What follows belongs to an exercise in optimizing a design on an open flow for small area, a short achievable clock period and few clock cycles; a production flow would make more cautious choices. Function was checked by simulation only, so behaviour that the tests miss may differ from the original. Power and IR drop assume default switching activity.

==> flow/flow/run.sh <==
#!/bin/bash
set -uo pipefail
bash standard.sh SETUP_SLACK_MARGIN=18 finish > flow_make.log 2>&1
status=$?
tail -n 20 flow_make.log
exit $status
==> flow/standard.sh <==
#!/bin/bash
# synth_recipe.tcl (not shown) runs the flow's synth.tcl, then flattens the netlist and writes it again
# the make line also repeats each setting of config.mk as NAME=value (left out here)
make -C /OpenROAD-flow-scripts/flow DESIGN_CONFIG=/design/flow/config.mk WORK_HOME=/design/flow/orfs CLKGATE_MAP_FILE= SYNTH_SCRIPT=/design/flow/synth_recipe.tcl "${@:-finish}"
==> flow/config.mk <==
export PLATFORM = sky130hd
export DESIGN_NAME = codec
export DESIGN_NICKNAME = codec
export VERILOG_FILES = /design/flow/design.v
export SDC_FILE = /design/flow/constraint.sdc
export NUM_CORES = 4
export LEC_CHECK = 0
export ABC_AREA = 1
export CAP_MARGIN = 20
export CORE_MARGIN = 2
export CORE_UTILIZATION = 40
export SLEW_MARGIN = 20
==> flow/constraint.sdc <==
create_clock -name core_clock -period 24.0 [get_ports {clk}]
set_input_delay 4.8000 -clock core_clock [delete_from_list [all_inputs] [get_ports {clk}]]
set_output_delay 4.8000 -clock core_clock [all_outputs]
set_load 0.01 [all_outputs]
==> flow/design.v <==
module b91_tab (
    input  wire [6:0] idx,
    output wire [7:0] chr
);
    wire [7:0] pun =
        (idx == 7'd62) ? 8'h21 :
        (idx == 7'd63) ? 8'h23 :
        (idx == 7'd64) ? 8'h24 :
        (idx == 7'd65) ? 8'h25 :
        (idx == 7'd66) ? 8'h26 :
        (idx == 7'd67) ? 8'h28 :
        (idx == 7'd68) ? 8'h29 :
        (idx == 7'd69) ? 8'h2A :
        (idx == 7'd70) ? 8'h2B :
        (idx == 7'd71) ? 8'h2C :
        (idx == 7'd72) ? 8'h2E :
        (idx == 7'd73) ? 8'h2F :
        (idx == 7'd74) ? 8'h3A :
        (idx == 7'd75) ? 8'h3B :
        (idx == 7'd76) ? 8'h3C :
        (idx == 7'd77) ? 8'h3D :
        (idx == 7'd78) ? 8'h3E :
        (idx == 7'd79) ? 8'h3F :
        (idx == 7'd80) ? 8'h40 :
        (idx == 7'd81) ? 8'h5B :
        (idx == 7'd82) ? 8'h5D :
        (idx == 7'd83) ? 8'h5E :
        (idx == 7'd84) ? 8'h5F :
        (idx == 7'd85) ? 8'h60 :
        (idx == 7'd86) ? 8'h7B :
        (idx == 7'd87) ? 8'h7C :
        (idx == 7'd88) ? 8'h7D :
        (idx == 7'd89) ? 8'h7E :
        (idx == 7'd90) ? 8'h22 :
        8'h00;
    assign chr = (idx < 7'd26) ? {1'b0, idx} + 8'h41 :
                 (idx < 7'd52) ? {1'b0, idx} + 8'h47 :
                 (idx < 7'd62) ? {1'b0, idx} - 8'h04 :
                 pun;
endmodule
module b91_idx (
    input  wire [7:0] chr,
    output wire [6:0] idx,
    output wire       valid
);
    wire [6:0] pun =
        (chr == 8'h21) ? 7'd62 :
        (chr == 8'h23) ? 7'd63 :
        (chr == 8'h24) ? 7'd64 :
        (chr == 8'h25) ? 7'd65 :
        (chr == 8'h26) ? 7'd66 :
        (chr == 8'h28) ? 7'd67 :
        (chr == 8'h29) ? 7'd68 :
        (chr == 8'h2A) ? 7'd69 :
        (chr == 8'h2B) ? 7'd70 :
        (chr == 8'h2C) ? 7'd71 :
        (chr == 8'h2E) ? 7'd72 :
        (chr == 8'h2F) ? 7'd73 :
        (chr == 8'h3A) ? 7'd74 :
        (chr == 8'h3B) ? 7'd75 :
        (chr == 8'h3C) ? 7'd76 :
        (chr == 8'h3D) ? 7'd77 :
        (chr == 8'h3E) ? 7'd78 :
        (chr == 8'h3F) ? 7'd79 :
        (chr == 8'h40) ? 7'd80 :
        (chr == 8'h5B) ? 7'd81 :
        (chr == 8'h5D) ? 7'd82 :
        (chr == 8'h5E) ? 7'd83 :
        (chr == 8'h5F) ? 7'd84 :
        (chr == 8'h60) ? 7'd85 :
        (chr == 8'h7B) ? 7'd86 :
        (chr == 8'h7C) ? 7'd87 :
        (chr == 8'h7D) ? 7'd88 :
        (chr == 8'h7E) ? 7'd89 :
        (chr == 8'h22) ? 7'd90 :
        7'd0;
    wire upper = (chr[7:5] == 3'b010) && (chr[4:0] != 5'd0) && (chr[4:0] <= 5'd26);
    wire lower = (chr[7:5] == 3'b011) && (chr[4:0] != 5'd0) && (chr[4:0] <= 5'd26);
    wire digit = (chr[7:4] == 4'h3) && (chr[3:0] <= 4'h9);
    assign valid = (chr[7:5] != 3'b000) && (chr[7] == 1'b0) && (chr != 8'h7F) &&
                   (chr != 8'h27) && (chr != 8'h2D) && (chr != 8'h5C);
    assign idx = upper ? chr[6:0] - 7'd65 :
                 lower ? chr[6:0] - 7'd71 :
                 digit ? chr[6:0] + 7'd4 :
                 pun;
endmodule
module codec (
    input  wire        clk,
    input  wire        rst,
    input  wire        cmd_valid,
    output wire        cmd_ready,
    input  wire [15:0] cmd,
    output wire        out_valid,
    output wire [7:0]  out_data,
    output wire [31:0] status,
    output wire [31:0] cfg
);
    localparam PH_IDLE   = 2'd0;
    localparam PH_ACTIVE = 2'd1;
    localparam PH_DONE   = 2'd2;
    localparam PH_FAULT  = 2'd3;
    localparam M_B02 = 3'd0;
    localparam M_B08 = 3'd1;
    localparam M_B10 = 3'd2;
    localparam M_B16 = 3'd3;
    localparam M_B32 = 3'd4;
    localparam M_B85 = 3'd6;
    localparam M_B91 = 3'd7;
    localparam G_NONE  = 5'd0;
    localparam G_RAD   = 5'd1;    
    localparam G_B32   = 5'd2;    
    localparam G_B32F  = 5'd3;    
    localparam G_BYT   = 5'd4;    
    localparam G_EDIV  = 5'd5;    
    localparam G_EOUT  = 5'd6;    
    localparam G_NPREP = 5'd7;    
    localparam G_NDIV  = 5'd8;    
    localparam G_NO1   = 5'd9;    
    localparam G_NO2   = 5'd10;   
    localparam G_DM5   = 5'd11;   
    localparam G_DM17  = 5'd12;   
    localparam G_DADD  = 5'd13;   
    localparam G_DADD1 = 5'd14;   
    localparam G_VSUB  = 5'd15;   
    localparam G_VO1   = 5'd16;   
    localparam G_VO2   = 5'd17;   
    localparam G_ESH   = 5'd18;   
    reg [31:0] acc;
    reg [4:0]  cnt;
    reg [2:0]  gcnt;
    reg        pendv;
    reg        padseen;
    reg        dir;
    reg [2:0]  mode;
    reg [11:0] llen;
    reg [7:0]  sep0;
    reg [7:0]  sep1;
    reg        sl2;
    reg [1:0]  phase;
    reg        cmderr;
    reg [1:0]  cecode;
    reg        fsticky;
    reg [2:0]  fcode;
    reg [7:0]  fchar;
    reg [15:0] cw;           
    reg        cv;           
    reg        cok;          
    reg        cpre;         
    reg [11:0] lrem;         
    reg        ov;           
    reg [7:0]  od;           
    reg [1:0]  nsep;         
    reg        rdy;          
    reg [4:0]  gk;
    reg        gtext;        
    reg [6:0]  q;
    reg [2:0]  j;
    reg [2:0]  k;
    reg        fl;
    assign cmd_ready = rdy;
    assign out_valid = ov;
    assign out_data  = od;
    assign status = {4'd0, dir, mode, fchar, 5'd0, fcode, 2'd0, fsticky,
                     cecode, cmderr, phase};
    assign cfg    = {sep1, sep0, 2'd0, sl2, ~sl2, llen};
    function [7:0] b32c;
        input [4:0] i;
        b32c = (i < 5'd26) ? (8'h41 + {3'd0, i}) : (8'h18 + {3'd0, i});
    endfunction
    function [7:0] hexc;
        input [3:0] d;
        hexc = (d < 4'd10) ? (8'h30 + {4'd0, d}) : (8'h37 + {4'd0, d});
    endfunction
    function [3:0] rdig;
        input [2:0] m;
        input [7:0] b;
        input [2:0] i;
        begin
            case (m)
                M_B02: rdig = {3'd0, b[3'd7 - i]};
                M_B08: rdig = (i == 3'd0) ? {2'd0, b[7:6]} :
                              (i == 3'd1) ? {1'd0, b[5:3]} : {1'd0, b[2:0]};
                M_B10: rdig = (i == 3'd0) ? b / 8'd100 :
                              (i == 3'd1) ? (b / 8'd10) % 8'd10 : b % 8'd10;
                default: rdig = (i == 3'd0) ? b[7:4] : b[3:0];
            endcase
        end
    endfunction
    function [7:0] ext;
        input [22:0] w;
        input [2:0]  o;
        ext = w >> o;
    endfunction
    function skipc;
        input [7:0] x;
        input [2:0] m;
        skipc = (x == 8'h00) || (x == 8'h09) || (x == 8'h0A) ||
                (x == 8'h0D) || (x == 8'h20) ||
                ((m <= M_B32) && ((x == 8'h2C) || (x == 8'h2D)));
    endfunction
    function digok;
        input [7:0] x;
        input [1:0] m;
        begin
            case (m)
                2'd0:    digok = (x[7:1] == 7'b0011_000);
                2'd1:    digok = (x[7:3] == 5'b00110);
                2'd2:    digok = (x[7:4] == 4'h3) && (x[3:0] <= 4'h9);
                default: digok = ((x[7:4] == 4'h3) && (x[3:0] <= 4'h9)) ||
                                 ((x[7:4] == 4'h4 || x[7:4] == 4'h6) &&
                                  x[3:0] >= 4'h1 && x[3:0] <= 4'h6);
            endcase
        end
    endfunction
    function b32ok;
        input [7:0] x;
        b32ok = (x[7:5] == 3'b010 && x[4:0] != 5'd0 && x[4:0] <= 5'd26) ||
                (x[7:3] == 5'b00110 && x[2:1] != 2'd0);
    endfunction
    function b85c;
        input [7:0] x;
        b85c = (x[7:5] == 3'b001 && x[4:0] != 5'd0) || (x[7:5] == 3'b010) ||
               (x[7:5] == 3'b011 && x[4:0] <= 5'h15);
    endfunction
    function b91c;
        input [7:0] x;
        b91c = (x[7:5] != 3'b000) && (x[7] == 1'b0) && (x != 8'h7F) &&
               (x != 8'h20) && (x != 8'h27) && (x != 8'h2D) && (x != 8'h5C);
    endfunction
    wire [7:0] ch = cw[7:0];
    wire skip_common = (ch == 8'h00) || (ch == 8'h09) || (ch == 8'h0A) ||
                       (ch == 8'h0D) || (ch == 8'h20);
    wire skip_extra  = (mode <= M_B32) && ((ch == 8'h2C) || (ch == 8'h2D));
    wire skip_ch     = skip_common || skip_extra;
    reg [4:0] dval;
    always @(*) begin
        if (ch[7:4] == 4'h3 && ch[3:0] <= 4'h9) begin
            dval = {1'b0, ch[3:0]};
        end else if ((ch[7:4] == 4'h4 || ch[7:4] == 4'h6) &&
                     ch[3:0] >= 4'h1 && ch[3:0] <= 4'h6) begin
            case (ch[2:0])
                3'd1:    dval = 5'd10;
                3'd2:    dval = 5'd11;
                3'd3:    dval = 5'd12;
                3'd4:    dval = 5'd13;
                3'd5:    dval = 5'd14;
                default: dval = 5'd15;
            endcase
        end else begin
            dval = 5'd31;
        end
    end
    reg [4:0] idx32;
    reg       ok32;
    always @(*) begin
        ok32  = 1'b1;
        idx32 = 5'd0;
        if (ch >= 8'h41 && ch <= 8'h5A)      idx32 = ch[4:0] - 5'd1;
        else if (ch >= 8'h32 && ch <= 8'h37) idx32 = ch[4:0] + 5'd8;
        else                                 ok32  = 1'b0;
    end
    wire [6:0] idx91;
    wire       ok91;
    b91_idx u_b91_idx (.chr(ch), .idx(idx91), .valid(ok91));
    reg  [31:0] p85;
    always @(*) begin
        case (k[1:0])
            2'd0:    p85 = 32'd52200625;
            2'd1:    p85 = 32'd614125;
            2'd2:    p85 = 32'd7225;
            default: p85 = 32'd85;
        endcase
    end
    reg  [31:0] bop;
    reg         cin;
    always @(*) begin
        bop = 32'd0;
        cin = 1'b0;
        case (gk)
            G_EDIV: begin bop = ~(p85 << j); cin = 1'b1; end
            G_NDIV: begin bop = ~({18'd0, 14'd91 << j} << 18); cin = 1'b1; end
            G_DM5:  bop = acc << 2;
            G_DM17: bop = acc << 4;
            G_DADD: bop = {25'd0, q};
            G_DADD1: bop = 32'd1;
            G_VSUB: begin
                cin = 1'b1;
                case (k[1:0])
                    2'd0:    bop = ~({18'd0, q, 7'd0} << 5);
                    2'd1:    bop = ~({18'd0, q, 7'd0} << 2);
                    default: bop = ~{18'd0, q, 7'd0};
                endcase
            end
            default: ;
        endcase
    end
    wire [32:0] sum = {1'b0, acc} + {1'b0, bop} + {32'd0, cin};
    wire [6:0] tab_i = (gk == G_NO1) ? acc[24:18] : q;
    wire [7:0] tab_c;
    b91_tab u_b91_tab (.idx(tab_i), .chr(tab_c));
    wire        framed_ll = (llen != 12'd0);
    wire        le_pre    = framed_ll && (lrem == 12'd1);
    wire [11:0] lrem1     = le_pre ? llen : lrem - 12'd1;
    wire [13:0] v91   = acc[20:7];
    wire        v14   = !(v91[12:0] > 13'd88);
    wire        n13   = !fl && (acc[12:0] > 13'd88);
    reg  [4:0]  cdelta;
    always @(*) begin
        case (gk)
            G_B32:   cdelta = -5'd5;
            G_NPREP: cdelta = n13 ? -5'd13 : -5'd14;
            G_VO1:   cdelta = v14 ? 5'd6 : 5'd5;      
            default: cdelta = -5'd8;                   
        endcase
    end
    wire [4:0]  cadj  = cnt + cdelta;
    reg [31:0] n_acc;
    reg [4:0]  n_cnt;
    reg [2:0]  n_gcnt;
    reg        n_pendv;
    reg        n_padseen;
    reg        n_dir;
    reg [2:0]  n_mode;
    reg [11:0] n_llen;
    reg [7:0]  n_sep0;
    reg [7:0]  n_sep1;
    reg        n_sl2;
    reg [1:0]  n_phase;
    reg        n_cmderr;
    reg [1:0]  n_cecode;
    reg        n_fsticky;
    reg [2:0]  n_fcode;
    reg [7:0]  n_fchar;
    reg [11:0] n_lrem;
    reg        n_ov;
    reg [7:0]  n_od;
    reg [1:0]  n_nsep;
    reg        n_rdy;
    reg [4:0]  n_gk;
    reg        n_gtext;
    reg [6:0]  n_q;
    reg [2:0]  n_j;
    reg [2:0]  n_k;
    reg        n_fl;
    reg        emit;
    reg [7:0]  echar;
    reg        elast;
    reg        etext;
    reg        le;
    reg [1:0]  err;
    reg        flt;
    reg [2:0]  fc;
    reg [7:0]  fch;
    reg [3:0]  rr;
    reg [2:0]  rw;
    reg [9:0]  rv;
    reg [11:0] w12;
    reg [4:0]  bi;
    reg [31:0] w32;
    reg [4:0]  c5;
    reg [2:0]  ndig;
    reg [15:0] n_cw;
    reg        n_cok;
    reg        n_cpre;
    reg [1:0]  aerr;
    reg        fe;
    reg [2:0]  frw;
    reg [7:0]  frv;
    reg        fbig;
    reg        n_cv;
    reg        pd;
    wire [7:0] c = cmd[7:0];
    wire [9:0] acc10 = {acc[6:0], 3'd0} + {2'd0, acc[6:0], 1'b0};
    wire [5:0] acc10h1 = acc10[9:4] + 6'd1;
    wire [4:0] rv10l = {1'b0, acc10[3:0]} + {1'b0, ch[3:0]};
    wire [9:0] rv10  = {rv10l[4] ? acc10h1 : acc10[9:4], rv10l[3:0]};
    wire       b10hi = (acc[6:0] > 7'd25);
    wire       b10eq = (acc[6:0] == 7'd25);
    wire       big5  = (mode == M_B08) ? acc[5] :
                       (mode == M_B10) ? (b10hi || (b10eq && ch[3:0] > 4'd5)) : 1'b0;
    always @(*) begin
        n_acc     = acc;
        n_cnt     = cnt;
        n_gcnt    = gcnt;
        n_pendv   = pendv;
        n_padseen = padseen;
        n_dir     = dir;
        n_mode    = mode;
        n_llen    = llen;
        n_sep0    = sep0;
        n_sep1    = sep1;
        n_sl2     = sl2;
        n_phase   = phase;
        n_cmderr  = cmderr;
        n_cecode  = cecode;
        n_fsticky = fsticky;
        n_fcode   = fcode;
        n_fchar   = fchar;
        n_lrem    = lrem;
        n_ov      = 1'b0;
        n_od      = od;
        n_nsep    = 2'd0;
        n_rdy     = 1'b0;
        n_gk      = gk;
        n_gtext   = gtext;
        n_q       = q;
        n_j       = j;
        n_k       = k;
        n_fl      = fl;
        emit  = 1'b0;
        echar = 8'd0;
        elast = 1'b0;
        etext = gtext;
        le    = 1'b0;
        err   = 2'd0;
        flt   = 1'b0;
        fc    = 3'd0;
        fch   = 8'd0;
        rr    = 4'd0;
        rw    = 3'd0;
        rv    = 10'd0;
        w12   = 12'd0;
        bi    = 5'd0;
        w32   = 32'd0;
        c5    = 5'd0;
        ndig  = 3'd0;
        case (mode)
            M_B02:   ndig = 3'd7;
            M_B16:   ndig = 3'd1;
            default: ndig = 3'd2;
        endcase
        case (gk)
            G_RAD: if (nsep == 2'd0) begin
                emit  = 1'b1;
                echar = hexc(rdig(mode, acc[7:0], j));
                elast = (j == ndig);
                n_j   = j + 3'd1;
                if (elast) n_gk = G_NONE;
            end
            G_B32: if (nsep == 2'd0) begin
                emit   = 1'b1;
                echar  = b32c(ext({11'd0, acc[11:0]}, cnt[2:0] - 3'd5));
                elast  = 1'b1;
                n_cnt  = cadj;
                n_gcnt = gcnt + 3'd1;
                n_gk   = G_NONE;
            end
            G_B32F: if (nsep == 2'd0) begin
                if (cnt != 5'd0) begin
                    emit   = 1'b1;
                    echar  = b32c(acc[4:0] << (3'd5 - cnt[2:0]));
                    n_cnt  = 5'd0;
                    n_gcnt = gcnt + 3'd1;
                end else if (gcnt != 3'd0) begin
                    emit   = 1'b1;
                    echar  = 8'h3D;
                    n_gcnt = gcnt + 3'd1;
                end
                elast = (n_gcnt == 3'd0);
                if (n_gcnt == 3'd0) n_gk = G_NONE;
            end
            G_BYT: begin
                emit  = 1'b1;
                echar = acc[31:24];
                elast = (k == 3'd1);
                n_acc = acc << 8;
                n_k   = k - 3'd1;
                if (elast) n_gk = G_NONE;
            end
            G_ESH: begin
                n_acc = acc << 8;
                n_j   = j - 3'd1;
                if (j == 3'd1) begin
                    n_j  = 3'd6;
                    n_gk = G_EDIV;
                end
            end
            G_EDIV: begin
                if (sum[32]) n_acc = sum[31:0];
                n_q[j] = sum[32];
                n_j = j - 3'd1;
                if (j == 3'd0) n_gk = G_EOUT;
            end
            G_EOUT: if (nsep == 2'd0) begin
                emit  = 1'b1;
                echar = 8'd33 + {1'b0, (k == 3'd4) ? acc[6:0] : q};
                elast = (k + 3'd1 == cnt[2:0]);
                n_k   = k + 3'd1;
                n_q   = 7'd0;
                n_j   = 3'd6;
                n_gk  = elast ? G_NONE : (k == 3'd3) ? G_EOUT : G_EDIV;
            end
            G_NPREP: begin
                if (n13) begin
                    n_acc = {1'b0, acc[12:0], 10'd0, acc[20:13]};
                end else begin
                    n_acc = {acc[13:0], 10'd0, 1'b0, acc[20:14]};
                end
                n_cnt = cadj;
                if (fl) n_k = {2'd0, (cnt >= 5'd8) || (acc >= 32'd91)};
                n_j  = 3'd6;
                n_q  = 7'd0;
                n_gk = G_NDIV;
            end
            G_NDIV: begin
                if (sum[32]) n_acc = sum[31:0];
                n_q[j] = sum[32];
                n_j = j - 3'd1;
                if (j == 3'd0) n_gk = G_NO1;
            end
            G_NO1: if (nsep == 2'd0) begin
                emit  = 1'b1;
                echar = tab_c;
                elast = fl && !k[0];
                if (elast) begin
                    n_acc = {14'd0, acc[17:0]};
                    n_gk  = G_NONE;
                end else begin
                    n_gk  = G_NO2;
                end
            end
            G_NO2: if (nsep == 2'd0) begin
                emit  = 1'b1;
                echar = tab_c;
                elast = 1'b1;
                n_acc = {14'd0, acc[17:0]};
                n_gk  = G_NONE;
            end
            G_DM5: begin
                n_acc = sum[31:0];
                n_gk  = G_DM17;
            end
            G_DM17: begin
                if (!fl) begin
                    n_acc = sum[31:0];
                    n_gk  = G_DADD;
                end else if (k != 3'd1) begin
                    n_acc = sum[31:0];
                    n_k   = k - 3'd1;
                    n_gk  = G_DM5;
                end else begin
                    n_acc = sum[31:0];
                    n_k   = q[2:0];
                    n_gk  = G_BYT;
                end
            end
            G_DADD: begin
                if (gcnt == 3'd5) begin
                    n_acc  = sum[31:0];
                    n_k    = 3'd4;
                    n_gcnt = 3'd0;
                    n_gk   = G_BYT;
                end else begin
                    n_acc  = sum[31:0];
                    n_gk   = G_NONE;
                end
            end
            G_DADD1: begin
                n_acc = sum[31:0];
                n_gk  = G_DM5;
            end
            G_VSUB: begin
                n_acc = sum[31:0];
                n_k   = k + 3'd1;
                if (k == 3'd2) n_gk = G_VO1;
            end
            G_VO1: begin
                emit  = 1'b1;
                echar = ext(acc[22:0], j);
                n_cnt = cadj;
                if (cadj > 5'd7) begin
                    n_acc = acc >> 8;
                    n_fl  = v14;
                    n_gk  = G_VO2;
                end else begin
                    elast = 1'b1;
                    n_acc = {25'd0, v14 ? acc[20:14] : acc[19:13]};
                    n_gk  = G_NONE;
                end
            end
            G_VO2: begin
                emit  = 1'b1;
                echar = ext(acc[22:0], j);
                elast = 1'b1;
                n_cnt = cadj;
                n_acc = {25'd0, fl ? acc[12:6] : acc[11:5]};
                n_gk  = G_NONE;
            end
            default: ;
        endcase
        if (nsep == 2'd1) begin
            n_ov   = 1'b1;
            n_od   = sep0;
            n_nsep = sl2 ? 2'd2 : 2'd0;
            n_rdy  = !sl2 && (n_gk == G_NONE);
        end else if (nsep == 2'd2) begin
            n_ov   = 1'b1;
            n_od   = sep1;
            n_rdy  = (n_gk == G_NONE);
        end else if (emit) begin
            n_ov = 1'b1;
            n_od = echar;
            if (etext && framed_ll) begin
                le     = le_pre;
                n_lrem = lrem1;
            end
            n_nsep = le ? 2'd1 : 2'd0;
            n_rdy  = elast && !le;
        end else begin
            n_rdy  = (n_gk == G_NONE);
        end
        if (cv && cok) begin
            n_ov    = 1'b0;
            n_nsep  = 2'd0;
            n_rdy   = 1'b1;
            n_gk    = G_NONE;
            n_lrem  = lrem;
            emit    = 1'b0;
            etext   = 1'b0;
            elast   = 1'b1;
            echar   = 8'd0;
            if (cw[15:12] == 4'h1) begin
                n_acc     = 32'd0;
                n_cnt     = 5'd0;
                n_gcnt    = 3'd0;
                n_lrem    = llen;
                n_pendv   = 1'b0;
                n_padseen = 1'b0;
            end else if (cw[15:12] == 4'h2) begin
                if (!dir) begin
                    etext   = 1'b1;
                    n_gtext = 1'b1;
                    case (mode)
                        M_B32: begin
                            w12   = {acc[3:0], ch};
                            bi    = ext({11'd0, w12}, cnt[2:0] + 3'd3);
                            emit  = 1'b1;
                            echar = b32c(bi);
                            n_acc = {acc[23:0], ch};
                            n_cnt = cnt + 5'd3;
                            n_gcnt = gcnt + 3'd1;
                            if (cnt >= 5'd2) begin
                                elast = 1'b0;
                                n_gk  = G_B32;
                            end
                        end
                        M_B85: begin
                            w32   = {acc[23:0], ch};
                            n_acc = w32;
                            if (gcnt != 3'd3) begin
                                n_gcnt = gcnt + 3'd1;
                            end else begin
                                n_gcnt = 3'd0;
                                if (w32 == 32'd0) begin
                                    emit  = 1'b1;
                                    echar = 8'h7A;
                                end else begin
                                    elast = 1'b0;
                                    n_k   = 3'd0;
                                    n_j   = 3'd6;
                                    n_q   = 7'd0;
                                    n_cnt = 5'd5;
                                    n_gk  = G_EDIV;
                                end
                            end
                        end
                        M_B91: begin
                            n_acc = acc | {10'd0, {14'd0, ch} << cnt[3:0]};
                            n_cnt = cnt + 5'd8;
                            if (cnt >= 5'd6) begin
                                elast = 1'b0;
                                n_fl  = 1'b0;
                                n_gk  = G_NPREP;
                            end
                        end
                        default: begin    
                            emit  = 1'b1;
                            echar = hexc(rdig(mode, ch, 3'd0));
                            elast = 1'b0;
                            n_acc = {acc[23:0], ch};
                            n_j   = 3'd1;
                            n_gk  = G_RAD;
                        end
                    endcase
                end else begin
                    n_gtext = 1'b0;
                    if (mode == M_B32 && padseen) begin
                    end else if (skip_ch) begin
                    end else begin
                        case (mode)
                            M_B32: begin
                                if (ch == 8'h3D) begin
                                    n_padseen = 1'b1;
                                end else if (!ok32) begin
                                    flt = 1'b1; fc = 3'd1; fch = ch;
                                end else begin
                                    n_acc = {acc[26:0], idx32};
                                    if (cnt >= 5'd3) begin
                                        emit  = 1'b1;
                                        echar = ext({11'd0, acc[6:0], idx32}, cnt[2:0] - 3'd3);
                                        n_cnt = cnt - 5'd3;
                                    end else begin
                                        n_cnt = cnt + 5'd5;
                                    end
                                end
                            end
                            M_B85: begin
                                if (ch == 8'h7A) begin
                                    if (gcnt == 3'd0) begin
                                        emit  = 1'b1;
                                        echar = 8'd0;
                                        elast = 1'b0;
                                        n_acc = 32'd0;
                                        n_k   = 3'd3;
                                        n_gk  = G_BYT;
                                    end else begin
                                        flt = 1'b1; fc = 3'd2; fch = ch;
                                    end
                                end else if (ch < 8'd33 || ch > 8'd117) begin
                                    flt = 1'b1; fc = 3'd1; fch = ch;
                                end else if (gcnt == 3'd0) begin
                                    n_acc  = {25'd0, ch[6:0] - 7'd33};
                                    n_gcnt = 3'd1;
                                end else begin
                                    elast  = 1'b0;
                                    n_q    = ch[6:0] - 7'd33;
                                    n_gcnt = gcnt + 3'd1;
                                    n_fl   = 1'b0;
                                    n_gk   = G_DM5;
                                end
                            end
                            M_B91: begin
                                if (!ok91) begin
                                    flt = 1'b1; fc = 3'd1; fch = ch;
                                end else if (!pendv) begin
                                    n_acc   = {18'd0, idx91, acc[6:0]};
                                    n_pendv = 1'b1;
                                end else begin
                                    n_acc   = {11'd0, idx91, acc[13:0]};
                                    n_q     = idx91;
                                    n_pendv = 1'b0;
                                    n_k     = 3'd0;
                                    n_j     = 3'd7 - cnt[2:0];
                                    elast   = 1'b0;
                                    n_gk    = G_VSUB;
                                end
                            end
                            default: begin    
                                case (mode)
                                    M_B02:   begin rr = 4'd1;  rw = 3'd7; rv = {acc[8:0], ch[0]}; end
                                    M_B08:   begin rr = 4'd7;  rw = 3'd2; rv = {acc[6:0], ch[2:0]}; end
                                    M_B10:   begin rr = 4'd9;  rw = 3'd2; rv = rv10; end
                                    default: begin rr = 4'd15; rw = 3'd1; rv = {acc[5:0], dval[3:0]}; end
                                endcase
                                if (dval > {1'b0, rr}) begin
                                    flt = 1'b1; fc = 3'd1; fch = ch;
                                end else if (gcnt == rw) begin
                                    if (big5) begin
                                        flt = 1'b1; fc = 3'd5; fch = ch;
                                    end else begin
                                        emit   = !cpre;
                                        echar  = rv[7:0];
                                        n_acc  = 32'd0;
                                        n_gcnt = 3'd0;
                                    end
                                end else begin
                                    n_acc  = {22'd0, rv};
                                    n_gcnt = gcnt + 3'd1;
                                end
                            end
                        endcase
                    end
                end
            end else begin
                begin
                    n_phase = PH_DONE;
                    if (!dir) begin
                        etext   = 1'b1;
                        n_gtext = 1'b1;
                        case (mode)
                            M_B32: begin
                                if (cnt != 5'd0) begin
                                    emit   = 1'b1;
                                    echar  = b32c(acc[4:0] << (3'd5 - cnt[2:0]));
                                    n_cnt  = 5'd0;
                                    n_gcnt = gcnt + 3'd1;
                                end else if (gcnt != 3'd0) begin
                                    emit   = 1'b1;
                                    echar  = 8'h3D;
                                    n_gcnt = gcnt + 3'd1;
                                end
                                if (n_gcnt != 3'd0) begin
                                    elast = 1'b0;
                                    n_gk  = G_B32F;
                                end
                            end
                            M_B85: begin
                                if (gcnt != 3'd0) begin
                                    elast  = 1'b0;
                                    n_k    = 3'd0;
                                    n_j    = 3'd4 - gcnt;
                                    n_q    = 7'd0;
                                    n_cnt  = {2'd0, gcnt} + 5'd1;
                                    n_gcnt = 3'd0;
                                    n_gk   = G_ESH;
                                end
                            end
                            M_B91: begin
                                if (cnt != 5'd0) begin
                                    elast = 1'b0;
                                    n_fl  = 1'b1;
                                    n_gk  = G_NPREP;
                                end
                            end
                            default: ;
                        endcase
                    end else begin
                        n_gtext = 1'b0;
                        case (mode)
                            M_B32: begin
                                if (cnt != 5'd0 &&
                                    (acc[6:0] & ~(7'h7F << cnt[2:0])) != 7'd0) begin
                                    flt = 1'b1; fc = 3'd4; fch = 8'd0;
                                end
                            end
                            M_B85: begin
                                if (gcnt == 3'd1) begin
                                    flt = 1'b1; fc = 3'd3; fch = 8'd0;
                                end else if (gcnt != 3'd0) begin
                                    elast  = 1'b0;
                                    n_fl   = 1'b1;
                                    n_k    = 3'd5 - gcnt;
                                    n_q    = {4'd0, gcnt - 3'd1};
                                    n_gcnt = 3'd0;
                                    n_gk   = G_DADD1;
                                end
                            end
                            M_B91: begin
                                if (pendv) begin
                                    emit  = 1'b1;
                                    echar = ext(acc[22:0], 3'd7 - cnt[2:0]);
                                end
                                n_pendv = 1'b0;
                            end
                            default: ;
                        endcase
                    end
                end
            end
            if (err != 2'd0) begin
                if (!cmderr) begin
                    n_cmderr = 1'b1;
                    n_cecode = err;
                end
            end else if (flt) begin
                n_phase   = PH_FAULT;
                n_fcode   = fc;
                n_fchar   = fch;
                n_fsticky = 1'b1;
            end else begin
                if (emit) begin
                    n_ov = 1'b1;
                    n_od = echar;
                    if (etext && framed_ll) begin
                        le     = le_pre;
                        n_lrem = lrem1;
                    end
                    n_nsep = le ? 2'd1 : 2'd0;
                end
                n_rdy = elast && !le;
            end
        end
        n_cw = cw;
        n_cv = 1'b0;
        pd   = 1'b0;
        if (cmd[15:8] == 8'h20 && phase == PH_ACTIVE) begin
            if (dir) begin
                if ((mode == M_B32 && n_padseen) || skipc(c, mode)) begin
                    pd = 1'b1;
                end else begin
                    case (mode)
                        M_B32:   pd = (c == 8'h3D) || (b32ok(c) && n_cnt < 5'd3);
                        M_B85:   pd = (n_gcnt == 3'd0) && b85c(c);
                        M_B91:   pd = !n_pendv && b91c(c);
                        M_B02:   pd = (n_gcnt != 3'd7) && digok(c, 2'd0);
                        M_B08:   pd = (n_gcnt != 3'd2) && digok(c, 2'd1);
                        M_B10:   pd = (n_gcnt != 3'd2) && digok(c, 2'd2);
                        M_B16:   pd = (n_gcnt != 3'd1) && digok(c, 2'd3);
                        default: pd = 1'b0;
                    endcase
                end
            end else begin
                case (mode)
                    M_B85:   pd = (n_gcnt != 3'd3);
                    M_B91:   pd = (n_cnt < 5'd6);
                    default: pd = 1'b0;
                endcase
            end
        end
        case (mode)
            M_B02:   begin frw = 3'd7; frv = {n_acc[6:0], c[0]};         fbig = 1'b0; end
            M_B08:   begin frw = 3'd2; frv = {n_acc[4:0], c[2:0]};       fbig = n_acc[5]; end
            M_B10:   begin frw = 3'd7; frv = 8'd0;                       fbig = 1'b0; end
            default: begin frw = 3'd1; frv = {n_acc[3:0], c[6] ? ({1'b0, c[2:0]} + 4'd9) : c[3:0]}; fbig = 1'b0; end
        endcase
        fe = (cmd[15:8] == 8'h20) && (phase == PH_ACTIVE) && dir && !mode[2] &&
             mode != M_B10 && digok(c, mode[1:0]) && (n_gcnt == frw) && !fbig;
        if (!mode[2] && mode != M_B10 && (n_gcnt == frw) && fbig) pd = 1'b0;
        n_cok  = 1'b0;
        n_cpre = 1'b0;
        aerr   = 2'd0;
        if (rdy && cmd_valid) begin
            n_cw  = cmd;
            n_cv  = 1'b1;
            if (cmd[15:4] == 12'h100) begin
                pd = 1'b1;
                if (phase == PH_ACTIVE)     aerr = 2'd2;
                else if (cmd[2:0] == 3'd5)  aerr = 2'd3;
                else begin
                    n_cok   = 1'b1;
                    n_dir   = cmd[3];
                    n_mode  = cmd[2:0];
                    n_phase = PH_ACTIVE;
                    n_fcode = 3'd0;
                    n_fchar = 8'd0;
                end
            end else if (cmd[15:8] == 8'h20 || cmd == 16'h3000) begin
                if (phase != PH_ACTIVE) begin
                    aerr = 2'd2;
                    pd   = 1'b1;
                end else begin
                    n_cok = 1'b1;
                end
            end else if (cmd[15:12] == 4'h4) begin
                pd = 1'b1;
                if (phase == PH_ACTIVE) aerr = 2'd2;
                else                    n_llen = cmd[11:0];
            end else if (cmd[15:9] == 7'b0101_000) begin
                pd = 1'b1;
                if (phase == PH_ACTIVE) begin
                    aerr = 2'd2;
                end else if (cmd[8]) begin
                    n_sep1 = c;
                    n_sl2  = 1'b1;
                end else begin
                    n_sep0 = c;
                    n_sl2  = 1'b0;
                end
            end else begin
                pd   = 1'b1;
                aerr = 2'd1;
            end
            if (aerr != 2'd0 && !cmderr) begin
                n_cmderr = 1'b1;
                n_cecode = aerr;
            end
            if (fe) begin
                n_od   = frv;
                n_ov   = 1'b1;
                n_nsep = 2'd0;
                n_cpre = 1'b1;
                pd     = 1'b1;
            end
            n_rdy = pd;
        end
    end
    always @(posedge clk) begin
        if (rst) begin
            cw      <= 16'd0;
            cv      <= 1'b0;
            cok     <= 1'b0;
            cpre    <= 1'b0;
            acc     <= 32'd0;
            cnt     <= 5'd0;
            gcnt    <= 3'd0;
            pendv   <= 1'b0;
            padseen <= 1'b0;
            dir     <= 1'b0;
            mode    <= 3'd0;
            llen    <= 12'd0;
            sep0    <= 8'h0A;
            sep1    <= 8'h00;
            sl2     <= 1'b0;
            phase   <= PH_IDLE;
            cmderr  <= 1'b0;
            cecode  <= 2'd0;
            fsticky <= 1'b0;
            fcode   <= 3'd0;
            fchar   <= 8'd0;
            lrem    <= 12'd0;
            ov      <= 1'b0;
            od      <= 8'd0;
            nsep    <= 2'd0;
            rdy     <= 1'b1;
            gk      <= G_NONE;
            gtext   <= 1'b0;
            q       <= 7'd0;
            j       <= 3'd0;
            k       <= 3'd0;
            fl      <= 1'b0;
        end else begin
            cw      <= n_cw;
            cv      <= n_cv;
            cok     <= n_cok;
            cpre    <= n_cpre;
            acc     <= n_acc;
            cnt     <= n_cnt;
            gcnt    <= n_gcnt;
            pendv   <= n_pendv;
            padseen <= n_padseen;
            dir     <= n_dir;
            mode    <= n_mode;
            llen    <= n_llen;
            sep0    <= n_sep0;
            sep1    <= n_sep1;
            sl2     <= n_sl2;
            phase   <= n_phase;
            cmderr  <= n_cmderr;
            cecode  <= n_cecode;
            fsticky <= n_fsticky;
            fcode   <= n_fcode;
            fchar   <= n_fchar;
            lrem    <= n_lrem;
            ov      <= n_ov;
            od      <= n_od;
            nsep    <= n_nsep;
            rdy     <= n_rdy;
            gk      <= n_gk;
            gtext   <= n_gtext;
            q       <= n_q;
            j       <= n_j;
            k       <= n_k;
            fl      <= n_fl;
        end
    end
endmodule
==> results of run 1 <==
-- layer usage --
metal  global-route usage [%]  up-vias  part of all wire, %
met5                        0        -                0.070
met2                     62.4     2878                   39
li1                         -    15600                    -
met4                     37.8       14                   10
met1                     52.9    16000                   36
met3                     16.1      880                   14
-- how the worst min path moves through the flow --
stage | startpoint | endpoint | slack, ns | cells past startpoint
5_1_grt | fchar[2] | fchar[2] | 0.48 | 2
6_report | fchar[3] | fchar[3] | 0.47 | 2
3_3_place_gp | fcode[2] | fcode[2] | 0.45 | 2
3_5_place_dp | fchar[0] | fchar[0] | 0.45 | 2
4_1_cts | fcode[1] | fcode[1] | 0.47 | 2
2_1_floorplan | fsticky | fsticky | 0.44 | 1
-- flip-flops by register name, summed over array words and instances (netlist names), 5 cells and up --
signal and cells:
acc 32, cw 12, llen 12, lrem 12, fchar 8, od 8, sep0 8, sep1 8
q 7, cnt 5, gk 5
-- repair_timing --
| action | 4_1_cts | 5_1_grt |
|---|---|---|
| pin swaps | 44 | 45 |
| setup buffers | 52 | 34 |
| cloned | 7 | 3 |
| setup endpoints to repair | 163 | 106 |
| resized for setup | 329 | 149 |
-- where the power goes --
part / leakage, nW / internal [W] / total, W / switching [W]
Clock: 0.276 / 0.000137 / 0.000290 / 0.000153
Sequential: 1.24 / 0.000280 / 0.000351 / 0.0000709
Combinational: 10.7 / 0.000369 / 0.00137 / 0.000998
-- Yosys cell counts (all sizes together) (24+ instances only) --
cell	count
nand2	946
inv	542
o21ai	536
nor2	474
a21oi	400
nand3	230
clkbuf	197
dfxtp	151
o211ai	137
ha	132
nor3	62
o22ai	61
buf	55
xor2	52
o221ai	49
a211oi	47
a221oi	47
o2111ai	47
a31oi	42
nand4	41
a22oi	24
-- cells by family (layout without fill, tap and decap cells) --
kind of cell / after synthesis / in the layout / share of synthesized area [%]
XOR/XNOR: 71 / 71 / 2.51
AO/OA/AOI/OAI: 1482 / 1482 / 35.4
AND/OR/NAND/NOR: 1806 / 1812 / 30.4
multiplexers: 6 / 6 / 0.237
other: 1 / 18 / 0.0148
flip-flops: 151 / 151 / 11.9
adder cells (fa/ha/maj): 137 / 137 / 6.91
buffers and inverters: 815 / 851 / 12.6
-- through the flow --
step | util [%] | hold slack [ns] | std cells | cell area [um^2] | power, W
finish | 46.3 | 0.466 | 5374 | 29100 | 0.00201
global route | 46.3 | 0.484 | 5370 | 29100 | 0.00206
floorplan | - | 0.442 | 4481 | 25400 | 0.00107
global placement | 42.7 | 0.452 | 5239 | 26800 | 0.00154
detailed placement | 42.7 | 0.455 | 5239 | 26800 | 0.00154
CTS | 45.2 | 0.471 | 5330 | 28400 | 0.00184
-- final cells by class --
class                           instances  share of cell area [%]
Multi-Input combinational cell       3521                    68.3
Sequential cell                       151                    10.6
Timing Repair Buffer                  256                    7.94
Inverter                              563                    7.57
Tap cell                              846                    3.63
Clock buffer                           18                    1.47
Clock inverter                         14                   0.447
Antenna cell                            5                  0.0430
-- critical path: stages --
cell and delay, ns:
buf_12 0.11, inv_8 0.04, nor2_4 0.07, inv_2 0.06, nor4_4 0.27, a22o_1 0.22
nor2_1 0.06, inv_1 0.07, nand3_1 0.06, nor2_1 0.09, nand2_1 0.09, nor3_4 0.27
nand2_4 0.15, nand2_8 0.12, inv_8 0.05, nor2_4 0.08, a21oi_2 0.04
==> reports/metrics.cfg, run 1 <==
[floorplan]
die_x_um=256
die_h_um=256
ios=93
initial_utilization_pct=40.3
dieArea_mm2=0.0654
core_area_mm2=0.0629
row_count=92

[detailed_routing]
wl_per_cell_um=28.2
final_antenna_net_count=0
vias=35400
dr.pass1.iters=14
viasPerCell=6.58
drc=0
totalWireLength_um=151000
first_iter_violations=5527

[job]
drv_cap=0

[global_routing]
grt_use_total_pct=44.2
grt_pass1_vias=32200
grt_max_degree=61
gr-total-overflow=0
grt_pass1_wl_um=217000
antenna_found_initial=12

[outcome]
status=complete, no violations

[sta]
fmax_mhz=159
tns_ns=0
fin_ws_ns=17.73
worst_slew_pin_slew_ns=1.28
fin_worst_skew_ns=0.0290
fin_crit_sh_pct=26.1
rsz0062_at_grt=yes
final_max_slew_viol_count=0
finalHoldViolations=0
period_needed_ns=6.27
timing.slew.headroom_pct=13.5
final-setup-viol-count=0

[cts]
clockBufferDepth=2
cts.sinks=151
clk_pin_slew_worst_paths_ns=0.08
cts_tree=built
postCtsHoldBufs=0
numCtsBuffers=17
cts_max_level=4
cts_root_buffer=clkbuf_16
clk_latency_ns=0.52

[synth]
ys.flop_type=dfxtp_1
synthesis.area_mm2=0.0253
yosysTopAreaCellShare_pct=13.4
synth_edf_count=0
ys_seq_area_share_pct=11.9
async_flop_share_pct=0
syn_inst=4469
synth_seq_cells=151
ys_top_cells_by_area=nand2_1 13%, dfxtp_1 12%, o21ai_0 9.8%
syn_area_per_cell_um2=5.67
ys_warn_count=1
synthDistinctLibCells=80
yosysTopAreaCell=nand2_1

[worst_setup_path]
cp-start-kind=primary input
reg2reg_from=acc[11]
cp-startpoint=cmd[6]
cp.arrival_ns=6.67
reg2reg_depth=28
cp_max_fo=5
end_kind=register
regToRegSetupSlack_ns=17.74
r2r_end=od[7]
worstSetupPathType=in -> reg
crit_path_end=od[1]
critPathRequiredTime_ns=24.40

[cells_and_area]
multiInputGateArea_mm2=0.0199
final_cell_mix=893 x nand2_1, 464 x inv_1, 463 x o21ai_0
nFillCells=6950
layout_commonest_cell=nand2_1
syn2layout_area_growth_pct=14.9
drive_gt1_share_pct=12.1
nNetsFinal=4666
regArea_mm2=0.00308

[worst_hold_path]
hold_class=reg -> reg

[place]
io_buffers=79
hpwl_um=109000
preCtsSetupSlack_ns=15.91
gp_congestion=1.08

[power]
power_density_mw_per_mm2=69.0
irDropWorstVdd_mv=0.0905
total_leakage_power_nw=12.3

Testbench counts, summed over its fixed seeds: cycles 19,718.
==> run 2: changes to the inputs <==
--- a/flow/design.v
+++ b/flow/design.v
@@ -1,42 +1,103 @@
 module b91_tab (
     input  wire [6:0] idx,
-    output wire [7:0] chr
+    output reg  [7:0] chr
 );
-    wire [7:0] pun =
-        (idx == 7'd62) ? 8'h21 :
-        (idx == 7'd63) ? 8'h23 :
-        (idx == 7'd64) ? 8'h24 :
-        (idx == 7'd65) ? 8'h25 :
-        (idx == 7'd66) ? 8'h26 :
-        (idx == 7'd67) ? 8'h28 :
-        (idx == 7'd68) ? 8'h29 :
-        (idx == 7'd69) ? 8'h2A :
-        (idx == 7'd70) ? 8'h2B :
-        (idx == 7'd71) ? 8'h2C :
-        (idx == 7'd72) ? 8'h2E :
-        (idx == 7'd73) ? 8'h2F :
-        (idx == 7'd74) ? 8'h3A :
-        (idx == 7'd75) ? 8'h3B :
-        (idx == 7'd76) ? 8'h3C :
-        (idx == 7'd77) ? 8'h3D :
-        (idx == 7'd78) ? 8'h3E :
-        (idx == 7'd79) ? 8'h3F :
-        (idx == 7'd80) ? 8'h40 :
-        (idx == 7'd81) ? 8'h5B :
-        (idx == 7'd82) ? 8'h5D :
-        (idx == 7'd83) ? 8'h5E :
-        (idx == 7'd84) ? 8'h5F :
-        (idx == 7'd85) ? 8'h60 :
-        (idx == 7'd86) ? 8'h7B :
-        (idx == 7'd87) ? 8'h7C :
-        (idx == 7'd88) ? 8'h7D :
-        (idx == 7'd89) ? 8'h7E :
-        (idx == 7'd90) ? 8'h22 :
-        8'h00;
-    assign chr = (idx < 7'd26) ? {1'b0, idx} + 8'h41 :
-                 (idx < 7'd52) ? {1'b0, idx} + 8'h47 :
-                 (idx < 7'd62) ? {1'b0, idx} - 8'h04 :
-                 pun;
+    always @(*) begin
+        case (idx)
+            7'd0: chr = 8'h41;
+            7'd1: chr = 8'h42;
+            7'd2: chr = 8'h43;
+            7'd3: chr = 8'h44;
+            7'd4: chr = 8'h45;
+            7'd5: chr = 8'h46;
+            7'd6: chr = 8'h47;
+            7'd7: chr = 8'h48;
+            7'd8: chr = 8'h49;
+            7'd9: chr = 8'h4A;
+            7'd10: chr = 8'h4B;
+            7'd11: chr = 8'h4C;
+            7'd12: chr = 8'h4D;
+            7'd13: chr = 8'h4E;
+            7'd14: chr = 8'h4F;
+            7'd15: chr = 8'h50;
+            7'd16: chr = 8'h51;
+            7'd17: chr = 8'h52;
+            7'd18: chr = 8'h53;
+            7'd19: chr = 8'h54;
+            7'd20: chr = 8'h55;
+            7'd21: chr = 8'h56;
+            7'd22: chr = 8'h57;
+            7'd23: chr = 8'h58;
+            7'd24: chr = 8'h59;
+            7'd25: chr = 8'h5A;
+            7'd26: chr = 8'h61;
+            7'd27: chr = 8'h62;
+            7'd28: chr = 8'h63;
+            7'd29: chr = 8'h64;
+            7'd30: chr = 8'h65;
+            7'd31: chr = 8'h66;
+            7'd32: chr = 8'h67;
+            7'd33: chr = 8'h68;
+            7'd34: chr = 8'h69;
+            7'd35: chr = 8'h6A;
+            7'd36: chr = 8'h6B;
+            7'd37: chr = 8'h6C;
+            7'd38: chr = 8'h6D;
+            7'd39: chr = 8'h6E;
+            7'd40: chr = 8'h6F;
+            7'd41: chr = 8'h70;
+            7'd42: chr = 8'h71;
+            7'd43: chr = 8'h72;
+            7'd44: chr = 8'h73;
+            7'd45: chr = 8'h74;
+            7'd46: chr = 8'h75;
+            7'd47: chr = 8'h76;
+            7'd48: chr = 8'h77;
+            7'd49: chr = 8'h78;
+            7'd50: chr = 8'h79;
+            7'd51: chr = 8'h7A;
+            7'd52: chr = 8'h30;
+            7'd53: chr = 8'h31;
+            7'd54: chr = 8'h32;
+            7'd55: chr = 8'h33;
+            7'd56: chr = 8'h34;
+            7'd57: chr = 8'h35;
+            7'd58: chr = 8'h36;
+            7'd59: chr = 8'h37;
+            7'd60: chr = 8'h38;
+            7'd61: chr = 8'h39;
+            7'd62: chr = 8'h21;
+            7'd63: chr = 8'h23;
+            7'd64: chr = 8'h24;
+            7'd65: chr = 8'h25;
+            7'd66: chr = 8'h26;
+            7'd67: chr = 8'h28;
+            7'd68: chr = 8'h29;
+            7'd69: chr = 8'h2A;
+            7'd70: chr = 8'h2B;
+            7'd71: chr = 8'h2C;
+            7'd72: chr = 8'h2E;
+            7'd73: chr = 8'h2F;
+            7'd74: chr = 8'h3A;
+            7'd75: chr = 8'h3B;
+            7'd76: chr = 8'h3C;
+            7'd77: chr = 8'h3D;
+            7'd78: chr = 8'h3E;
+            7'd79: chr = 8'h3F;
+            7'd80: chr = 8'h40;
+            7'd81: chr = 8'h5B;
+            7'd82: chr = 8'h5D;
+            7'd83: chr = 8'h5E;
+            7'd84: chr = 8'h5F;
+            7'd85: chr = 8'h60;
+            7'd86: chr = 8'h7B;
+            7'd87: chr = 8'h7C;
+            7'd88: chr = 8'h7D;
+            7'd89: chr = 8'h7E;
+            7'd90: chr = 8'h22;
+            default: chr = 8'h00;
+        endcase
+    end
 endmodule
 module b91_idx (
     input  wire [7:0] chr,
@@ -146,6 +207,11 @@
     reg        cv;           
     reg        cok;          
     reg        cpre;         
+    reg        cskip;        
+    reg        cdig;         
+    reg        c32;          
+    reg        c85;          
+    reg        c91;          
     reg [11:0] lrem;         
     reg        ov;           
     reg [7:0]  od;           
@@ -685,13 +751,13 @@
                 end else begin
                     n_gtext = 1'b0;
                     if (mode == M_B32 && padseen) begin
-                    end else if (skip_ch) begin
+                    end else if (cskip) begin
                     end else begin
                         case (mode)
                             M_B32: begin
                                 if (ch == 8'h3D) begin
                                     n_padseen = 1'b1;
-                                end else if (!ok32) begin
+                                end else if (!c32) begin
                                     flt = 1'b1; fc = 3'd1; fch = ch;
                                 end else begin
                                     n_acc = {acc[26:0], idx32};
@@ -716,7 +782,7 @@
                                     end else begin
                                         flt = 1'b1; fc = 3'd2; fch = ch;
                                     end
-                                end else if (ch < 8'd33 || ch > 8'd117) begin
+                                end else if (!c85) begin
                                     flt = 1'b1; fc = 3'd1; fch = ch;
                                 end else if (gcnt == 3'd0) begin
                                     n_acc  = {25'd0, ch[6:0] - 7'd33};
@@ -730,7 +796,7 @@
                                 end
                             end
                             M_B91: begin
-                                if (!ok91) begin
+                                if (!c91) begin
                                     flt = 1'b1; fc = 3'd1; fch = ch;
                                 end else if (!pendv) begin
                                     n_acc   = {18'd0, idx91, acc[6:0]};
@@ -752,7 +818,7 @@
                                     M_B10:   begin rr = 4'd9;  rw = 3'd2; rv = rv10; end
                                     default: begin rr = 4'd15; rw = 3'd1; rv = {acc[5:0], dval[3:0]}; end
                                 endcase
-                                if (dval > {1'b0, rr}) begin
+                                if (!cdig) begin
                                     flt = 1'b1; fc = 3'd1; fch = ch;
                                 end else if (gcnt == rw) begin
                                     if (big5) begin
@@ -965,6 +1031,13 @@
         end
     end
     always @(posedge clk) begin
+        cskip <= skipc(c, mode);
+        cdig  <= digok(c, mode[1:0]);
+        c32   <= b32ok(c);
+        c85   <= b85c(c);
+        c91   <= b91c(c);
+    end
+    always @(posedge clk) begin
         if (rst) begin
             cw      <= 16'd0;
             cv      <= 1'b0;
==> run 2 against run 1 <==
Die area decreased by 1.3%. Count of clock-buffer cells in the layout decreased by 1. Still clean on timing, DRC and antenna. Sequential share of layout area increased by 0.36 points.
==> reports/metrics.cfg, run 2 <==
[place]
gp_congestion=1.09  ; was 1.08
hpwl_um=104000  ; was 109000 um
io_buffers=79  ; unchanged

[outcome]
status=complete, no violations  ; unchanged

[synth]
syn_area_per_cell_um2=5.70  ; was 5.67 um^2
yosysTopAreaCell=nand2_1  ; unchanged
ys_top_cells_by_area=nand2_1 13%, dfxtp_1 12%, o21ai_0 12%  ; was nand2_1 13%, dfxtp_1 12%, o21ai_0 9.8%
synth.most_common_cell=nand2_1  ; unchanged
synth_seq_cells=156  ; was 151
ys_seq_area_share_pct=12.5  ; was 11.9%
synthesis.area_mm2=0.0250  ; was 0.0253 mm^2
async_flop_share_pct=0  ; unchanged
syn_inst=4387  ; was 4469
synth_edf_count=0  ; unchanged
ys_warn_count=2  ; was 1
synthDistinctLibCells=73  ; was 80
ys.flop_type=dfxtp_1  ; unchanged
synth_common_cells=839 x nand2_1, 601 x o21ai_0, 487 x inv_1  ; was 906 x nand2_1, 497 x o21ai_0, 496 x inv_1
yosysTopAreaCellShare_pct=12.6  ; was 13.4%

[detailed_routing]
final_antenna_net_count=0  ; unchanged
wl_per_cell_um=27.0  ; was 28.2 um
viasPerCell=6.64  ; was 6.58
drc=0  ; unchanged
totalWireLength_um=143000  ; was 151000 um
vias=35100  ; was 35400
first_iter_violations=6072  ; was 5527
dr.pass1.iters=10  ; was 14

[cells_and_area]
top_register=acc  ; unchanged
regArea_mm2=0.00316  ; was 0.00308 mm^2
drive_gt1_share_pct=11.7  ; was 12.1%
layout_commonest_cell=nand2_1  ; unchanged
largest_reg_flops=32  ; unchanged
nNetsFinal=4586  ; was 4666
nFillCells=6742  ; was 6950
syn2layout_area_growth_pct=15.5  ; was 14.9%
final_cell_mix=831 x nand2_1, 543 x o21ai_0, 461 x inv_1  ; was 893 x nand2_1, 464 x inv_1, 463 x o21ai_0
multiInputGateArea_mm2=0.0197  ; was 0.0199 mm^2

[power]
power_density_mw_per_mm2=71.9  ; was 69.0 mW/mm^2
total_leakage_power_nw=12.0  ; was 12.3 nW
irDropWorstVdd_mv=0.0626  ; was 0.0905 mV

[floorplan]
row_count=91  ; was 92
initial_utilization_pct=40.5  ; was 40.3%
die_x_um=254  ; was 256 um
die_h_um=254  ; was 256 um
core_area_mm2=0.0618  ; was 0.0629 mm^2
ios=93  ; unchanged
dieArea_mm2=0.0646  ; was 0.0654 mm^2

[worst_setup_path]
cp_top_family=simple AND/OR/NAND/NOR gates  ; unchanged
slowest_stage=nor2_1  ; was nor4_4
worstSetupPathType=reg -> reg  ; was in -> reg
reg2reg_from=mode[0]  ; was acc[11]
path_cells=buf_4 > nor2_2 > inv_1 > nor2_4 > inv_1 > nand2_1 > xor2_1 > nor3_1 > nor2_1 > clkinv_1 > o21ai_1 > a32oi_1 > o22ai_1 > o21ai_0 > o21ai_1 > xor2_1 > nor4_2 > nand3_4 > nor2_4 > o211ai_1 > a21oi_2 > a21oi_2  ; was buf_12 > inv_8 > nor2_4 > inv_2 > nor4_4 > a22o_1 > nor2_1 > inv_1 > nand3_1 > nor2_1 > nand2_1 > nor3_4 > nand2_4 > nand2_8 > inv_8 > nor2_4 > a21oi_2
end_kind=register  ; unchanged
cp.buffers_inverters=4  ; was 5
cp.arrival_ns=6.73  ; was 6.67 ns
cp_max_fo=10  ; was 5
slowest_delay_ns=0.68  ; was 0.27 ns
critPathRequiredTime_ns=24.38  ; was 24.40 ns
cp-start-kind=register  ; was primary input
regToRegSetupSlack_ns=17.64  ; was 17.74 ns
r2r_end=od[5]  ; was od[7]
reg2reg_depth=22  ; was 28

[sta]
final-setup-viol-count=0  ; unchanged
tns_ns=0  ; unchanged
period_needed_ns=6.36  ; was 6.27 ns
finalHoldViolations=0  ; unchanged
worst_slew_pin_slew_ns=1.31  ; was 1.28 ns
fin_crit_sh_pct=26.5  ; was 26.1%
fmax_mhz=157  ; was 159 MHz
fin_worst_skew_ns=0.0159  ; was 0.0290 ns
timing.slew.headroom_pct=11.8  ; was 13.5%
final_max_slew_viol_count=0  ; unchanged
rsz0062_at_grt=yes  ; unchanged
whs_ns=0.468  ; was 0.466 ns

[worst_hold_path]
hold_class=reg -> reg  ; unchanged
holdPathEnd=fchar[5]  ; was fchar[3]
worstHoldStart=fchar[5]  ; was fchar[3]
hold_depth=2  ; unchanged

[cts]
postCtsHoldBufs=0  ; unchanged
cts_tree=built  ; unchanged
clk_latency_ns=0.49  ; was 0.52 ns
cts_root_buffer=clkbuf_16  ; unchanged
clk_pin_slew_worst_paths_ns=0.07  ; was 0.08 ns
clockBufferDepth=2  ; unchanged
numCtsBuffers=17  ; unchanged
cts_max_level=4  ; unchanged
cts.sinks=156  ; was 151

[global_routing]
grt_max_degree=70  ; was 61
grt_pass1_wl_um=206000  ; was 217000 um
grt_pass1_vias=31300  ; was 32200
antenna_found_initial=4  ; was 12
grt_use_total_pct=42.6  ; was 44.2%
gr-total-overflow=0  ; unchanged

[job]
drv_cap=0  ; unchanged

[run 2: cell count changes in the layout (fill, tap and decap cells not counted), sizes merged, moves of 11 or more]
cell / previous run / this run
o211ai: 137 / 112
nand2: 949 / 865
a31oi: 42 / 54
a211oi: 47 / 26
a21oi: 400 / 385
nand3: 232 / 216
nor3: 62 / 73
nor2: 475 / 426
inv: 545 / 515
o21ai: 536 / 624
nand4: 41 / 53
[run 2: where the power goes]
group	leakage [nW]	internal, W	switching, W
Clock	0.298	0.000151	0.000149
Combinational	10.4	0.000382	0.00104
Sequential	1.28	0.000289	0.0000695
[run 2: stage by stage]
stage	utilization (%)	total power (W)	setup slack (ns)	cells	cell area, um^2
floorplan	-	0.00116	17.68	4399	25300
global placement	43.2	0.00164	16.35	5145	26700
detailed placement	43.2	0.00164	16.27	5145	26700
CTS	45.2	0.00195	17.72	5229	28000
global route	46.7	0.00215	17.60	5276	28900
finish	46.7	0.00208	17.64	5282	28900
[run 2: worst max path at each step]
| stage | startpoint | end | slack [ns] | cells past startpoint |
|---|---|---|---|---|
| floorplan | cmd[6] | rdy | 17.68 | 19 |
| global placement | cmd[0] | od[7] | 16.35 | 14 |
| detailed placement | cmd[0] | od[5] | 16.27 | 13 |
| CTS | cmd[11] | od[5] | 17.72 | 11 |
| global route | acc[5] | od[7] | 17.60 | 28 |
| finish | mode[0] | od[5] | 17.64 | 22 |
[run 2: repair_timing]
action,CTS,global route
cloned,4,5
pin swaps,32,33
endpoints found under the setup margin,188,102
buffers inserted,48,42
gates resized for setup,257,169
[run 2: area by class of cell]
class,count,area share [%]
tap,837,3.63
multi-input combinational,3451,68.1
clock buffer,17,1.47
timing repair buffer,266,7.94
sequential,156,10.9
timing repair inverter,1,0.0173
antenna,6,0.0520
inverter,533,7.20
clock inverter,15,0.637
[run 2: kinds of logic after synthesis]
family | count (synthesis) | share of synthesized area (%)
simple gates | 1668 | 28.2
compound gates | 1546 | 37.0
buf+inv | 798 | 12.4
flops | 156 | 12.5
fa+ha+maj | 141 | 7.20
xor+xnor | 74 | 2.59
mux | 3 | 0.120
other cells | 1 | 0.0150
[run 2: worst reg2reg max path, cell delays in order, from the launching register on]
cell      delay (ns)
dfxtp_1         0.32
buf_4           0.20
nor2_2          0.15
inv_1           0.09
nor2_4          0.36
inv_1           0.40
nand2_1         0.25
xor2_1          0.17
nor3_1          0.13
nor2_1          0.68
clkinv_1        0.64
o21ai_1         0.68
a32oi_1         0.18
o22ai_1         0.12
o21ai_0         0.11
o21ai_1         0.41
xor2_1          0.20
nor4_2          0.37
nand3_4         0.15
nor2_4          0.23
o211ai_1        0.15
a21oi_2         0.21
a21oi_2         0.04
[run 2: routing by layer]
metal,up-vias,global-route usage [%],routed length (um)
met3,807,13.6,19800
met5,-,0,40
li1,15400,-,-
met4,4,33.9,14100
met1,16000,52.4,52400
met2,2851,61.0,56500
Testbench counts of run 2, summed over its fixed seeds: cycles 19,718.
==> run 3: changes to the inputs <==
--- a/flow/config.mk
+++ b/flow/config.mk
@@ -6,7 +6,7 @@
 export NUM_CORES = 4
 export LEC_CHECK = 0
 export ABC_AREA = 1
-export CAP_MARGIN = 20
+export CAP_MARGIN = 10
 export CORE_MARGIN = 2
 export CORE_UTILIZATION = 40
-export SLEW_MARGIN = 20
+export SLEW_MARGIN = 10
==> run 3 against run 2 <==
Still clean on timing, DRC and antenna. Area after synthesis unchanged. Setup slack worse by 0.0085 ns. Cell area about the same. Sequential cell count unchanged. Maximum frequency down 0.13%. First-iteration DRC count up 0.15%. Routed wire length about the same. Die area unchanged. Largest power group unchanged. Highest routed layer unchanged.
==> reports/metrics.cfg, run 3 <==
[synth]
ys_seq_area_share_pct=12.5  ; unchanged
ys_top_cells_by_area=nand2_1 13%, dfxtp_1 12%, o21ai_0 12%  ; unchanged
syn_area_per_cell_um2=5.70  ; unchanged
yosysTopAreaCell=nand2_1  ; unchanged
synthesis.area_mm2=0.0250  ; unchanged
syn_inst=4387  ; unchanged
ys_warn_count=2  ; unchanged
synth_common_cells=839 x nand2_1, 601 x o21ai_0, 487 x inv_1  ; unchanged
synthDistinctLibCells=73  ; unchanged
yosysTopAreaCellShare_pct=12.6  ; unchanged
async_flop_share_pct=0  ; unchanged
ys.flop_type=dfxtp_1  ; unchanged
synth_edf_count=0  ; unchanged
synth.most_common_cell=nand2_1  ; unchanged
synth_seq_cells=156  ; unchanged

[worst_setup_path]
end_kind=register  ; unchanged
cp_max_fo=10  ; unchanged
cp_top_family=simple AND/OR/NAND/NOR gates  ; unchanged
cp-start-kind=register  ; unchanged
slowest_delay_ns=0.69  ; was 0.68 ns
regToRegSetupSlack_ns=17.64  ; about the same
worstSetupPathType=reg -> reg  ; unchanged
cp.buffers_inverters=4  ; unchanged
critPathRequiredTime_ns=24.38  ; about the same
path_cells=buf_4 > nor2_2 > inv_1 > nor2_4 > inv_1 > nand2_1 > xor2_1 > nor3_1 > nor2_1 > clkinv_1 > o21ai_1 > a32oi_1 > o22ai_1 > o21ai_0 > o21ai_1 > xor2_1 > nor4_2 > nand3_4 > nor2_4 > o211ai_1 > a21oi_2 > a21oi_2  ; unchanged
cp.arrival_ns=6.74  ; was 6.73 ns
slowest_stage=o21ai_1  ; was nor2_1

[cts]
cts_tree=built  ; unchanged
numCtsBuffers=17  ; unchanged
clockBufferDepth=2  ; unchanged
cts_root_buffer=clkbuf_16  ; unchanged
postCtsHoldBufs=0  ; unchanged
clk_latency_ns=0.49  ; about the same
cts_max_level=4  ; unchanged
clk_pin_slew_worst_paths_ns=0.07  ; about the same
cts.sinks=156  ; unchanged

[global_routing]
grt_pass1_wl_um=206000  ; unchanged
gr-total-overflow=0  ; unchanged
grt_max_degree=70  ; unchanged
grt_pass1_vias=31300  ; unchanged
grt_use_total_pct=42.6  ; unchanged
antenna_found_initial=4  ; unchanged

[sta]
tns_ns=0  ; unchanged
whs_ns=0.468  ; about the same
worst_slew_pin_slew_ns=1.31  ; about the same
fin_worst_skew_ns=0.0157  ; was 0.0159 ns
finalHoldViolations=0  ; unchanged
final_max_slew_viol_count=0  ; unchanged
fin_crit_sh_pct=26.5  ; about the same
final-setup-viol-count=0  ; unchanged
fmax_mhz=157  ; about the same
rsz0062_at_grt=yes  ; unchanged
period_needed_ns=6.36  ; about the same
timing.slew.headroom_pct=11.6  ; was 11.8%

[detailed_routing]
wl_per_cell_um=27.1  ; was 27.0 um
totalWireLength_um=143000  ; about the same
first_iter_violations=6081  ; was 6072
final_antenna_net_count=0  ; unchanged
viasPerCell=6.63  ; was 6.64
vias=35000  ; was 35100
dr.pass1.iters=7  ; was 10
drc=0  ; unchanged

[cells_and_area]
largest_reg_flops=32  ; unchanged
syn2layout_area_growth_pct=15.4  ; was 15.5%
nNetsFinal=4586  ; unchanged
final-instance-count-excl-fill=5280  ; was 5282
layout_commonest_cell=nand2_1  ; unchanged
top_register=acc  ; unchanged
final_cell_mix=831 x nand2_1, 544 x o21ai_0, 461 x inv_1  ; was 831 x nand2_1, 543 x o21ai_0, 461 x inv_1
drive_gt1_share_pct=11.7  ; unchanged

[outcome]
status=complete, no violations  ; unchanged

[place]
io_buffers=79  ; unchanged
dp.cells=5145  ; unchanged
hpwl_um=104000  ; unchanged
gp_congestion=1.09  ; unchanged

[power]
irDropWorstVdd_mv=0.0626  ; about the same
power_density_mw_per_mm2=71.9  ; about the same
total_leakage_power_nw=12.0  ; unchanged

[floorplan]
dieArea_mm2=0.0646  ; unchanged
row_count=91  ; unchanged
core_area_mm2=0.0618  ; unchanged
die_h_um=254  ; unchanged
die_x_um=254  ; unchanged
ios=93  ; unchanged
initial_utilization_pct=40.5  ; unchanged

[worst_hold_path]
hold_class=reg -> reg  ; unchanged

[job]
drv_cap=0  ; unchanged

run 3: cell types whose count changed in the layout (fill, tap and decap cells not counted), sizes merged:
cell / previous run / this run
diode: 6 / 4
run 3: power breakdown:
part	switching, W	internal, W
clock network	0.000148	0.000151
logic	0.00104	0.000381
registers	0.0000698	0.000289
run 3: cells by family after synthesis:
group                    share of synthesized area [%]
AND/OR/NAND/NOR                                   28.2
AO/OA/AOI/OAI                                     37.0
buffers and inverters                             12.4
flip-flops                                        12.5
adder cells (fa/ha/maj)                           7.20
XOR/XNOR                                          2.59
multiplexers                                     0.120
other                                           0.0150
run 3: worst reg2reg max path, cell delays in order, from the launching register on:
cell and delay (ns):
dfxtp_1 0.32, buf_4 0.19, nor2_2 0.15, inv_1 0.09
nor2_4 0.37, inv_1 0.40, nand2_1 0.25, xor2_1 0.17
nor3_1 0.12, nor2_1 0.67, clkinv_1 0.64, o21ai_1 0.69
a32oi_1 0.19, o22ai_1 0.12, o21ai_0 0.11, o21ai_1 0.40
xor2_1 0.20, nor4_2 0.38, nand3_4 0.15, nor2_4 0.23
o211ai_1 0.15, a21oi_2 0.21, a21oi_2 0.04
run 3: path summary, 6_finish.rpt:
path,startpoint,to,cells past startpoint
min reg2reg,fchar[5],fchar[5],2
min,fchar[5],fchar[5],2
max reg2reg,mode[0],od[5],22
max,mode[0],od[5],22
run 3: timing repair:
item                                   in CTS  in global routing
cloned                                      4                  5
buffers inserted                           48                 42
resized for setup                         257                169
pin swaps                                  32                 33
setup endpoints to repair                 188                102
endpoints found under the hold margin       0                  0
run 3: metal layers:
layer  up-vias  wire length, um  global-route usage [%]  share of wire (%)
li1      15400                -                       -                  -
met1     15900            52200                    52.4                 37
met2      2860            56300                    61.0                 39
met3       790            20100                    13.6                 14
met4         4            14200                    33.9                 10
met5         -               40                       0              0.028
run 3: area by class of cell:
class,count,area (um^2)
fillers,6744,32900
multi-input cells,3451,19700
flip-flops and latches,156,3160
repair buffers,266,2290
inverters,533,2080
well taps,837,1050
clock buffers,17,425
clock inverters,15,184
diodes,4,10.0
repair inverters,1,5.00
run 3: stage by stage:
stage	setup WS, ns	area (um^2)	power [W]	utilization (%)
after CTS	17.72	28000	0.00195	45.2
after global routing	17.60	28900	0.00215	46.7
after floorplan	17.68	25300	0.00116	-
after detailed placement	16.27	26700	0.00164	43.2
after global placement	16.35	26700	0.00164	43.2
final	17.64	28900	0.00208	46.7

==> what the ideal ports hide <==
In the flow no input, the clock included, has a driving cell. The finished layouts below were timed again as built, in two steps.
Step 1 assumes that a clkbuf_16 drives the clock port and a buf_2 every other input.
Step 2, shift: input delay + t, output delay - t, t = (earliest + latest rising clock arrival at the registers) / 2. This alone moves slack from input paths to output paths.
Slacks: no drivers / after step 1 / after step 2; pairs: no drivers / after step 1.
| run | t, ns | setup WS [ns] | clock arrival spread, ns | slew at the worst register clock pin (ns) | cell pins on the clock port's net |
|---|---|---|---|---|---|
| run 1 | 0.567 | 17.730 / 17.660 / 17.094 | 0.029 / 0.029 | 0.10 / 0.10 | 1 |
| run 2 | 0.543 | 17.644 / 17.644 / 17.183 | 0.016 / 0.016 | 0.08 / 0.08 | 1 |
| run 3 | 0.543 | 17.635 / 17.635 / 17.183 | 0.015 / 0.016 | 0.08 / 0.08 | 1 |
After both steps every run listed still meets setup and hold. The setup slack of run 1, which loses most, moves by -0.070 ns with the drivers and by -0.636 ns with both steps.
